Source: an optimization exercise on an open RTL-to-GDS flow (aim: small area, a short achievable clock period and few clock cycles). Production flows keep margins and buffers that such runs may drop.
Function was checked by simulation only, so behaviour that the tests miss may differ from the original.
No activity file was given, so power comes from the tool's default toggle rates.

`config.mk`:
```
export PLATFORM = sky130hd
export DESIGN_NAME = crc_fc_core
export DESIGN_NICKNAME = crc_fc_core
export VERILOG_FILES = /design/flow/design.v
export SDC_FILE = /design/flow/constraint.sdc
export NUM_CORES = 4
export LEC_CHECK = 0
export CAP_MARGIN = 20
export CORE_MARGIN = 2
export CORE_UTILIZATION = 40
export SLEW_MARGIN = 20
```
`constraint.sdc`:
```
create_clock -name core_clock -period 10.0 [get_ports {clk}]
set_input_delay 2.0000 -clock core_clock [delete_from_list [all_inputs] [get_ports {clk}]]
set_output_delay 2.0000 -clock core_clock [all_outputs]
set_load 0.01 [all_outputs]
```
`design.v`:
```
module crc_fc_core (
    input  wire        clk,
    input  wire        rst,           
    input  wire        host_en,
    input  wire        host_we,
    input  wire [4:0]  host_addr,     
    input  wire [31:0] host_wdata,
    output reg  [31:0] host_rdata,    
    output reg         buf_en,
    output reg  [3:0]  buf_we,        
    output reg  [13:0] buf_addr,
    output reg  [31:0] buf_wdata,
    input  wire [31:0] buf_rdata,     
    output wire        irq
);
    localparam A_CMD    = 5'd0;
    localparam A_STATUS = 5'd1;
    localparam A_CTRL   = 5'd2;
    localparam A_CRC    = 5'd3;
    localparam A_DESCN  = 5'd4;
    localparam E_ILLEGAL = 4'd6;
    localparam E_RANGE   = 4'd7;
    localparam S_IDLE = 4'd0;
    localparam S_EXEC = 4'd1;
    localparam S_RD   = 4'd2;
    localparam S_WAIT = 4'd3;
    localparam S_LOAD = 4'd4;
    localparam S_STEP = 4'd5;
    localparam S_WR1  = 4'd6;
    localparam S_WR2  = 4'd7;
    localparam S_FIN  = 4'd8;
    reg [31:0] cmd;
    reg        busy, done, rej;
    reg [3:0]  errcode;
    reg        ie;
    reg [15:0] crc;
    reg [15:0] desc_count;
    reg [31:0] arg   [0:3];
    reg [31:0] res   [0:3];
    reg [31:0] field [0:15];
    reg [3:0]  state;
    reg [15:0] acc;         
    reg [16:0] addr;        
    reg [16:0] cnt;         
    reg [31:0] word;        
    reg        fin;         
    reg [15:0] flen;        
    assign irq = ie & done;
    function [15:0] crc_step;
        input [15:0] c;
        input [7:0]  b;
        reg   [15:0] t;
        integer i;
        begin
            t = {c[15:8] ^ b, 8'h00};
            for (i = 0; i < 8; i = i + 1)
                t = t[15] ? ((t << 1) ^ 16'h1021) : (t << 1);
            crc_step = {c[7:0], 8'h00} ^ t;
        end
    endfunction
    wire [7:0] opc = cmd[7:0];
    wire [3:0] sub = cmd[11:8];
    wire       hi_zero = (cmd[31:12] == 20'd0);
    localparam OP_CRC_SEED  = 8'h01;
    localparam OP_CRC_BYTE  = 8'h02;
    localparam OP_CRC_BLOCK = 8'h03;
    localparam OP_BF_PACK   = 8'h10;
    localparam OP_BF_UNPACK = 8'h11;
    localparam OP_PH_ENC    = 8'h20;
    localparam OP_PH_DEC    = 8'h21;
    localparam OP_SC_ENC    = 8'h22;
    localparam OP_SC_DEC    = 8'h23;
    localparam OP_FR_FIN    = 8'h32;
    reg legal;
    always @(*) begin
        case (opc)
            OP_CRC_SEED, OP_CRC_BYTE, OP_CRC_BLOCK, OP_FR_FIN:
                legal = hi_zero && (sub == 4'd0);
            OP_BF_PACK, OP_BF_UNPACK:
                legal = hi_zero && !sub[3];
            OP_PH_ENC, OP_PH_DEC, OP_SC_ENC, OP_SC_DEC:
                legal = hi_zero;
            default:
                legal = 1'b0;
        endcase
    end
    reg [31:0] pack_word;
    always @(*) begin
        case (sub[2:0])
            3'd0: pack_word = {16'd0, field[0][7:0], field[1][0], field[2][2:0], field[3][3:0]};
            3'd1: pack_word = {field[0][0], field[1][0], field[2][0], field[3][0],
                            field[4][3:0], field[5][23:0]};
            3'd2: pack_word = {16'd0, field[0][1:0], field[1][0], field[2][0], field[3][0],
                            field[4][0], field[5][0], field[6][2:0], field[7][1:0],
                            field[8][3:0]};
            3'd3: pack_word = {16'd0, field[0][11:0], field[1][0], field[2][0], field[3][0],
                            field[4][0]};
            3'd4: pack_word = {field[0][7:0], field[1][23:0]};
            3'd5: pack_word = {field[0][7:0], field[1][23:0]};
            3'd6: pack_word = {field[0][15:0], field[1][15:0]};
            default: pack_word = {16'd0, field[0][14:0], field[1][0]};
        endcase
    end
    reg [31:0] unpacked [0:15];
    reg [15:0] unpack_we;
    integer u;
    always @(*) begin
        for (u = 0; u < 16; u = u + 1)
            unpacked[u] = 32'd0;
        unpack_we = 16'd0;
        case (sub[2:0])
            3'd0: begin
                unpacked[0] = {24'd0, arg[0][15:8]};
                unpacked[1] = {31'd0, arg[0][7]};
                unpacked[2] = {29'd0, arg[0][6:4]};
                unpacked[3] = {28'd0, arg[0][3:0]};
                unpack_we   = 16'h000F;
            end
            3'd1: begin
                unpacked[0] = {31'd0, arg[0][31]};
                unpacked[1] = {31'd0, arg[0][30]};
                unpacked[2] = {31'd0, arg[0][29]};
                unpacked[3] = {31'd0, arg[0][28]};
                unpacked[4] = {28'd0, arg[0][27:24]};
                unpacked[5] = {8'd0,  arg[0][23:0]};
                unpack_we   = 16'h003F;
            end
            3'd2: begin
                unpacked[0] = {30'd0, arg[0][15:14]};
                unpacked[1] = {31'd0, arg[0][13]};
                unpacked[2] = {31'd0, arg[0][12]};
                unpacked[3] = {31'd0, arg[0][11]};
                unpacked[4] = {31'd0, arg[0][10]};
                unpacked[5] = {31'd0, arg[0][9]};
                unpacked[6] = {29'd0, arg[0][8:6]};
                unpacked[7] = {30'd0, arg[0][5:4]};
                unpacked[8] = {28'd0, arg[0][3:0]};
                unpack_we   = 16'h01FF;
            end
            3'd3: begin
                unpacked[0] = {20'd0, arg[0][15:4]};
                unpacked[1] = {31'd0, arg[0][3]};
                unpacked[2] = {31'd0, arg[0][2]};
                unpacked[3] = {31'd0, arg[0][1]};
                unpacked[4] = {31'd0, arg[0][0]};
                unpack_we   = 16'h001F;
            end
            3'd4, 3'd5: begin
                unpacked[0] = {24'd0, arg[0][31:24]};
                unpacked[1] = {8'd0,  arg[0][23:0]};
                unpack_we   = 16'h0003;
            end
            3'd6: begin
                unpacked[0] = {16'd0, arg[0][31:16]};
                unpacked[1] = {16'd0, arg[0][15:0]};
                unpack_we   = 16'h0003;
            end
            default: begin
                unpacked[0] = {17'd0, arg[0][15:1]};
                unpacked[1] = {31'd0, arg[0][0]};
                unpack_we   = 16'h0003;
            end
        endcase
    end
    wire [32:0] blk_end   = {1'b0, arg[0]} + {1'b0, arg[1]};
    wire        blk_range = (blk_end > 33'd65536);
    wire        fin_range = (arg[0] < 32'd16) || (arg[0] > 32'd65535);
    reg [7:0] cur_byte;
    always @(*) begin
        case (addr[1:0])
            2'd0: cur_byte = word[31:24];
            2'd1: cur_byte = word[23:16];
            2'd2: cur_byte = word[15:8];
            default: cur_byte = word[7:0];
        endcase
    end
    wire [15:0] acc_next  = crc_step(acc, cur_byte);
    wire [15:0] byte_step = crc_step(crc, arg[0][7:0]);
    wire [15:0] tpos = flen - 16'd2;
    wire hw = host_en && host_we;
    wire hr = host_en && !host_we;
    integer k;
    always @(posedge clk) begin
        if (rst) begin
            cmd        <= 32'd0;
            busy       <= 1'b0;
            done       <= 1'b0;
            rej        <= 1'b0;
            errcode    <= 4'd0;
            ie         <= 1'b0;
            crc        <= 16'hFFFF;
            desc_count <= 16'd0;
            for (k = 0; k < 4; k = k + 1) begin
                arg[k] <= 32'd0;
                res[k] <= 32'd0;
            end
            for (k = 0; k < 16; k = k + 1)
                field[k] <= 32'd0;
            state      <= S_IDLE;
            acc        <= 16'd0;
            addr       <= 17'd0;
            cnt        <= 17'd0;
            fin        <= 1'b0;
            flen       <= 16'd0;
            host_rdata <= 32'd0;
            buf_en     <= 1'b0;
            buf_we     <= 4'd0;
            buf_addr   <= 14'd0;
            buf_wdata  <= 32'd0;
        end else begin
            buf_en <= 1'b0;
            buf_we <= 4'd0;
            if (hr) begin
                case (host_addr)
                    A_CMD:    host_rdata <= cmd;
                    A_STATUS: host_rdata <= {24'd0, errcode, 1'b0, rej, done, busy};
                    A_CTRL:   host_rdata <= {31'd0, ie};
                    A_CRC:    host_rdata <= {16'd0, crc};
                    A_DESCN:  host_rdata <= {16'd0, desc_count};
                    5'd8, 5'd9, 5'd10, 5'd11:
                        host_rdata <= arg[host_addr[1:0]];
                    5'd12, 5'd13, 5'd14, 5'd15:
                        host_rdata <= res[host_addr[1:0]];
                    default:
                        if (host_addr[4]) host_rdata <= field[host_addr[3:0]];
                        else              host_rdata <= 32'd0;
                endcase
            end
            if (hw) begin
                case (host_addr)
                    A_CMD:
                        if (busy) rej <= 1'b1;
                        else begin
                            cmd     <= host_wdata;
                            busy    <= 1'b1;
                            done    <= 1'b0;
                            errcode <= 4'd0;
                            state   <= S_EXEC;
                        end
                    A_STATUS: begin
                        if (host_wdata[1]) begin
                            done    <= 1'b0;
                            errcode <= 4'd0;
                        end
                        if (host_wdata[2]) rej <= 1'b0;
                    end
                    A_CTRL:  ie <= host_wdata[0];
                    A_CRC:   crc <= host_wdata[15:0];
                    A_DESCN: desc_count <= host_wdata[15:0];
                    5'd8, 5'd9, 5'd10, 5'd11:
                        arg[host_addr[1:0]] <= host_wdata;
                    default:
                        if (host_addr[4]) field[host_addr[3:0]] <= host_wdata;
                endcase
            end
            case (state)
                S_EXEC: begin
                    state <= S_IDLE;
                    busy  <= 1'b0;
                    done  <= 1'b1;
                    if (!legal) begin
                        errcode <= E_ILLEGAL;
                    end else begin
                        case (opc)
                            OP_CRC_SEED: begin
                                crc    <= arg[0][15:0];
                                res[0] <= {16'd0, arg[0][15:0]};
                            end
                            OP_CRC_BYTE: begin
                                crc    <= byte_step;
                                res[0] <= {16'd0, byte_step};
                            end
                            OP_CRC_BLOCK: begin
                                if (blk_range) begin
                                    errcode <= E_RANGE;
                                end else if (arg[1] == 32'd0) begin
                                    res[0] <= {16'd0, crc};
                                end else begin
                                    busy  <= 1'b1;
                                    done  <= 1'b0;
                                    acc   <= crc;
                                    addr  <= arg[0][16:0];
                                    cnt   <= arg[1][16:0];
                                    fin   <= 1'b0;
                                    state <= S_RD;
                                end
                            end
                            OP_FR_FIN: begin
                                if (fin_range) begin
                                    errcode <= E_RANGE;
                                end else begin
                                    buf_en    <= 1'b1;
                                    buf_we    <= 4'b0011;
                                    buf_addr  <= 14'd0;
                                    buf_wdata <= {16'd0, arg[0][15:0]};
                                    busy  <= 1'b1;
                                    done  <= 1'b0;
                                    acc   <= 16'hFFFF;
                                    addr  <= 17'd0;
                                    cnt   <= {1'b0, arg[0][15:0]} - 17'd2;
                                    flen  <= arg[0][15:0];
                                    fin   <= 1'b1;
                                    state <= S_RD;
                                end
                            end
                            OP_BF_PACK: begin
                                res[0] <= pack_word;
                            end
                            OP_BF_UNPACK: begin
                                for (k = 0; k < 16; k = k + 1)
                                    if (unpack_we[k]) field[k] <= unpacked[k];
                            end
                            OP_PH_ENC: begin
                                if (!sub[1]) begin
                                    res[0] <= {arg[0][15:0], arg[1][15:0]};
                                    res[1] <= 32'd0;
                                    res[2] <= 32'd4;
                                end else begin
                                    res[0] <= arg[0];
                                    res[1] <= arg[1];
                                    res[2] <= 32'd8;
                                end
                            end
                            OP_PH_DEC: begin
                                if (!sub[1]) begin
                                    if (!sub[0]) res[0] <= {{16{arg[0][31]}}, arg[0][31:16]};
                                    else         res[0] <= {16'd0, arg[0][31:16]};
                                    res[1] <= {{16{arg[0][15]}}, arg[0][15:0]};
                                    res[2] <= 32'd4;
                                end else begin
                                    res[0] <= arg[0];
                                    res[1] <= arg[1];
                                    res[2] <= 32'd8;
                                end
                            end
                            OP_SC_ENC: begin
                                if (!sub[0]) begin
                                    res[0] <= {16'd0, arg[0][15:0]};
                                    res[2] <= 32'd2;
                                end else begin
                                    res[0] <= arg[0];
                                    res[2] <= 32'd4;
                                end
                            end
                            default: begin  
                                if (!sub[0]) begin
                                    res[0] <= {{16{arg[0][15]}}, arg[0][15:0]};
                                    res[2] <= 32'd2;
                                end else begin
                                    res[0] <= arg[0];
                                    res[2] <= 32'd4;
                                end
                            end
                        endcase
                    end
                end
                S_RD: begin
                    buf_en   <= 1'b1;
                    buf_addr <= addr[15:2];
                    state    <= S_WAIT;
                end
                S_WAIT: begin
                    state <= S_LOAD;
                end
                S_LOAD: begin
                    word  <= buf_rdata;
                    state <= S_STEP;
                end
                S_STEP: begin
                    acc  <= acc_next;
                    addr <= addr + 17'd1;
                    cnt  <= cnt - 17'd1;
                    if (cnt == 17'd1) begin
                        if (fin) begin
                            state <= S_WR1;
                        end else begin
                            crc    <= acc_next;
                            res[0] <= {16'd0, acc_next};
                            busy   <= 1'b0;
                            done   <= 1'b1;
                            state  <= S_IDLE;
                        end
                    end else if (addr[1:0] == 2'd3) begin
                        state <= S_RD;
                    end
                end
                S_WR1: begin
                    buf_en   <= 1'b1;
                    buf_addr <= tpos[15:2];
                    case (tpos[1:0])
                        2'd0: begin buf_we <= 4'b1100; buf_wdata <= {acc, 16'd0};      end
                        2'd1: begin buf_we <= 4'b0110; buf_wdata <= {8'd0, acc, 8'd0}; end
                        2'd2: begin buf_we <= 4'b0011; buf_wdata <= {16'd0, acc};      end
                        default: begin buf_we <= 4'b0001; buf_wdata <= {24'd0, acc[15:8]}; end
                    endcase
                    if (tpos[1:0] == 2'd3) state <= S_WR2;
                    else                   state <= S_FIN;
                end
                S_WR2: begin
                    buf_en    <= 1'b1;
                    buf_addr  <= tpos[15:2] + 14'd1;
                    buf_we    <= 4'b1000;
                    buf_wdata <= {acc[7:0], 24'd0};
                    state     <= S_FIN;
                end
                S_FIN: begin
                    res[1] <= {16'd0, flen};
                    res[3] <= {16'd0, acc};
                    busy   <= 1'b0;
                    done   <= 1'b1;
                    state  <= S_IDLE;
                end
                default: ;
            endcase
        end
    end
endmodule
```
`run.sh`:
```
#!/bin/bash
# synth_recipe.tcl (not shown) runs the flow's synth.tcl, then flattens the netlist and writes it again
# the make line also repeats each setting of config.mk as NAME=value (left out here)
make -C /OpenROAD-flow-scripts/flow DESIGN_CONFIG=/design/flow/config.mk WORK_HOME=/design/flow/orfs CLKGATE_MAP_FILE= SYNTH_SCRIPT=/design/flow/synth_recipe.tcl finish
```
==> flow_summary.rst <==
.. list-table::
   :header-rows: 1

   * - Metric
     - Value
   * - Number of distinct library cells after synthesis
     - 95
   * - Worst Setup Path Type
     - reg -> reg
   * - Share of post-route cells with drive strength above 1
     - 13.20%
   * - Worst min-delay path class
     - reg -> reg
   * - WL met2
     - between 80000 and 90000 um
   * - Final cycle utilization of the critical path
     - between 50% and 60%
   * - Post-route minimum period
     - between 5000 and 6000 ps
   * - Resize count post-CTS
     - 0
   * - Portion of synthesized cell area occupied by the leading cell type
     - approximately two fifths
   * - Avg WL per Cell
     - around 31 um
   * - TritonCTS Sinks
     - just under 1k
   * - RSZ-0062 raised after global routing
     - false
   * - FMAX
     - about 180 MHz
   * - R2R setup slack
     - ~4500 ps
   * - Warnings from Yosys
     - 3
   * - Sequential power share
     - between 40 and 50%
   * - Placeable core region
     - ~0.13 sq mm
   * - Cell count after synthesis
     - around 4.8k
   * - CTS Buf Count
     - 104
   * - Largest delay contributor family on the critical path
     - simple AND/OR/NAND/NOR gates
   * - Number of nets in the layout
     - 4864
   * - Later-pin clock latency in the skew report
     - slightly below 800 ps
   * - Internal portion of total power
     - 7259 uW
   * - Buffers & Inverters on Critical Path
     - 0
   * - TritonCTS clock tree
     - built
   * - Commonest cells after routing, fill and taps aside
     - sky130_fd_sc_hd__edfxtp_1 (672), sky130_fd_sc_hd__nand2_1 (465), sky130_fd_sc_hd__and2_1 (455)
   * - TritonRoute pass-1 iters
     - 6
   * - Worst-path cell chain
     - ha_1, a21oi_1, o21ai_0, a211oi_1, and2_1, a2111oi_0, nand4_1, nor3b_1, and4_1, o21ai_0, a211oi_1
   * - Sequential-to-total area share from yosys stat
     - between 50% and 60%
   * - Via count
     - roughly 42k
   * - Switching power total
     - 2974 uW
   * - Switching part of the total power
     - 29.07%
   * - Die height
     - ~360 um
   * - Placed instance area
     - 0.05486 sq mm
   * - Hold-fix buffers, CTS
     - 0
   * - Final slew viol count
     - 0
   * - Worst R2R Path Depth
     - 11
   * - Most common cell after layout, fill and taps aside
     - sky130_fd_sc_hd__edfxtp_1
   * - Slew @ Worst Pin
     - around 1200 ps
   * - Buffers inserted by post-CTS timing repair
     - 0
   * - Maximum fanout along the worst path
     - 25
   * - DIE AREA
     - between 0.1 and 0.15 sq mm
   * - Initial antenna violation count
     - 12
   * - Crit. path cell count
     - 11
   * - Mapped Area
     - 0.05163 sq mm
   * - Clk Tree Root Cell
     - sky130_fd_sc_hd__clkbuf_16
   * - Total area of multi-input combinational cells
     - 0.02359 sq mm
   * - Design Area, Final
     - 0.05821 sq mm
   * - Clock power frac
     - 38.2%
   * - Met3 wire len
     - between 20000 and 25000 um
   * - Total of flip-flops plus latches after synthesis
     - 980
   * - Half-perimeter wire length after detailed placement
     - ~130000 um
   * - X dimension of the die
     - ~360 um
   * - Startpoint of the worst register-to-register path
     - arg[0][22]
   * - Critical path data required time
     - between 10000 and 15000 ps
   * - Top routing layer in use
     - met5
   * - Total global-route track usage
     - 29.71%
   * - PortBufs
     - ~160
   * - Post-DR vias/cell
     - ~6.4
   * - Clock skew after layout
     - 53.84 ps
   * - Largest stage delay on the critical path
     - about 1100 ps
   * - H-tree depth reported by CTS
     - 3
   * - Number of max-cap violations
     - 0
   * - Worst slew margin relative to its limit
     - between 10% and 20%
   * - Detailed-route wire length
     - ~200000 um
   * - FP Rows
     - roughly 130
   * - Cells taking the most area after synthesis
     - sky130_fd_sc_hd__edfxtp_1 (39%), sky130_fd_sc_hd__dfxtp_1 (12%), sky130_fd_sc_hd__mux4_2 (8.7%)
   * - Last weighted congestion value of the routability-driven placer
     - 1.001
   * - Clock slew seen by the registers of the worst setup and hold paths
     - 60 ps
   * - Wire length of the first global-routing pass
     - ~290000 um
   * - Effective utilization at floorplan
     - 40.39%
   * - Hold path start
     - res[3][9]
   * - Final TNS setup
     - 0 ps
   * - Number of DRC markers after the initial detailed-route iteration
     - 6291
   * - CP startpoint
     - arg[0][22]
   * - Run status
     - no timing/DRC/antenna violations
   * - Synthesized area per cell
     - 10.74 sq um
   * - DR DRC count
     - 0
   * - Post-synth EDFFs
     - between 600 and 700
   * - Dominant synthesized flop cell
     - sky130_fd_sc_hd__edfxtp_1
   * - Final Hold Vio Count
     - 0
   * - Endpoint kind of the worst setup timing path
     - register
   * - Worst r2r dst
     - cnt[10]
   * - Endpoint of the worst setup timing path
     - cnt[10]
   * - Number of nets with antenna violations after detailed routing
     - 0
   * - Maximum number of pins on one net before global-route repair
     - roughly 210
   * - Arrival time at the worst endpoint
     - ~6200 ps
   * - Cell accounting for the most synthesized area
     - sky130_fd_sc_hd__edfxtp_1
   * - Leak pwr
     - 0.01997 uW
   * - Count of final setup violators
     - 0
   * - Post-Synthesis Net Count
     - a little under 5k
   * - Max clock buf depth
     - 3
   * - Global route overflow
     - 0
   * - Number of primary I/O pins
     - around 160
   * - Portion of total power attributed to combinational logic
     - between 15 and 20%
   * - Vias in the first global route
     - about 40k
   * - Total power density per cell area
     - ~180 mW/mm^2
   * - Largest voltage drop on the vdd net
     - approximately 0.00013 V
   * - Slowest cell on the critical path
     - sky130_fd_sc_hd__and4_1
   * - Detailed-routing wirelength on met1
     - 78960 um
   * - Category of the worst setup path launch point
     - register
   * - FF+latch area
     - between 0.02 and 0.03 sq mm
   * - Number of inserted filler cells in the final layout
     - roughly 12k
   * - Area delta synth->final
     - 12.73%
   * - Async set-or-reset flop fraction in the synthesized netlist
     - 0%
## final cells by class
type / count / area share (%)
Tap cell: 1662 / 3.573
Clock inverter: 56 / 0.9738
Sequential cell: 980 / 45.27
Inverter: 60 / 0.3869
Multi-Input combinational cell: 3308 / 40.53
Antenna cell: 3 / 0.01290
Clock buffer: 132 / 4.772
Timing Repair Buffer: 291 / 4.484
## Yosys cell counts, types with 9 or more instances
master	instances
sky130_fd_sc_hd__edfxtp_1	672
sky130_fd_sc_hd__nand2_1	465
sky130_fd_sc_hd__and2_1	456
sky130_fd_sc_hd__clkbuf_1	384
sky130_fd_sc_hd__nor2_1	356
sky130_fd_sc_hd__a21oi_1	348
sky130_fd_sc_hd__dfxtp_1	308
sky130_fd_sc_hd__o21ai_0	211
sky130_fd_sc_hd__mux4_2	200
sky130_fd_sc_hd__a22oi_1	113
sky130_fd_sc_hd__nor3_1	96
sky130_fd_sc_hd__a22o_1	85
sky130_fd_sc_hd__a221oi_1	77
sky130_fd_sc_hd__nand3_1	70
sky130_fd_sc_hd__a211oi_1	69
sky130_fd_sc_hd__a31oi_1	66
sky130_fd_sc_hd__xnor2_1	66
sky130_fd_sc_hd__inv_1	57
sky130_fd_sc_hd__and3_1	55
sky130_fd_sc_hd__buf_1	55
sky130_fd_sc_hd__mux2i_1	52
sky130_fd_sc_hd__xor2_1	49
sky130_fd_sc_hd__o221ai_1	47
sky130_fd_sc_hd__ha_1	45
sky130_fd_sc_hd__nor4_1	40
sky130_fd_sc_hd__mux2_2	32
sky130_fd_sc_hd__nand4_1	29
sky130_fd_sc_hd__nor2b_1	28
sky130_fd_sc_hd__a21o_1	20
sky130_fd_sc_hd__or3_1	19
sky130_fd_sc_hd__a311oi_1	18
sky130_fd_sc_hd__buf_2	16
sky130_fd_sc_hd__nand2b_1	14
sky130_fd_sc_hd__o211ai_1	12
sky130_fd_sc_hd__or4_1	11
sky130_fd_sc_hd__a41oi_1	10
sky130_fd_sc_hd__a222oi_1	9
## per-stage QoR
stage | hold slack (ps) | setup slack (ps) | instances | util [%] | total power [uW]
finish | 452.3 | 4452 | 6492 | 45.53 | 10230
global route | 470.4 | 4188 | 6489 | 45.52 | 10500
CTS | 452.3 | 4599 | 6489 | 45.53 | 10210
detailed placement | 443.1 | 4097 | 6301 | 42.91 | 6349
global placement | 438.1 | 4020 | 6300 | 42.89 | 6343
floorplan | 428.7 | 3533 | 4808 | - | 5676
## flip-flops by register name, summed over array words and instances, names as in the netlist, 17 cells and up
| register | flops |
|---|---|
| res | 83 |
| host_rdata | 32 |
| cnt | 17 |
| buf_wdata | 32 |
| field | 512 |
| cmd | 32 |
| word | 32 |
| arg | 128 |
## cell families after synthesis
group                    Yosys count  synth area share, %
AND/OR/NAND/NOR                 1683                16.28
AO/OA/AOI/OAI                   1172                15.06
flip-flops                       980                51.02
buffers and inverters            520                3.897
multiplexers                     292                10.66
XOR/XNOR                         115                1.951
adder cells (fa/ha/maj)           46                1.129
## worst min path at each step
stage	to	slack, ps	depth (start not counted)
2_1_floorplan	res[2][2]	430	2
3_3_place_gp	res[3][0]	440	2
3_5_place_dp	res[3][9]	440	2
4_1_cts	res[3][9]	450	2
5_1_grt	desc_count[9]	470	2
6_report	res[3][9]	450	2
## worst min-delay path: stages, from the launching register on
cell and delay (ps):
sky130_fd_sc_hd__dfxtp_1 310, sky130_fd_sc_hd__nand2_1 50, sky130_fd_sc_hd__a21oi_1 50
## power by group through the flow
stage / combinational, uW / sequential (uW) / clock (uW)
final: 1570 / 4760 / 3910
after global routing: 1650 / 4760 / 4090
after CTS: 1530 / 4740 / 3940
after detailed placement: 1520 / 4830 / 0
after global placement: 1520 / 4820 / 0
after floorplan: 962 / 4710 / 0
## per-layer routing
metal | GRT usage (%) | up-vias
met5 | 0 | -
met4 | 14.55 | 10
met3 | 7.987 | 594
met2 | 43.45 | 2723
met1 | 40.67 | 20620
li1 | - | 17810
Testbench counts, summed over its fixed seeds: cycles 71,681.

[separate check: timing with driven ports]
How much do the figures lean on ideal ports? The routed layout below was timed once more, with nothing changed but the port constraints.
Step 1: set_driving_cell puts a clkbuf_16 on clk and a buf_2 on each other input, an assumption about the parent block.
Step 2, shift: input delay + t, output delay - t, t = (earliest + latest rising clock arrival at the registers) / 2. This alone moves slack from input paths to output paths.
a / b / c = no drivers / after step 1 / after step 2; a / b = the first two.
t (ns): 0.814
slack for setup (ns): 4.452 / 4.452 / 3.935
worst register clock-pin slew, ns: 0.07 / 0.07
After both steps setup and hold are still met in this run. The setup slack of this run moves by 0.000 ns with the drivers and by -0.517 ns with both steps.
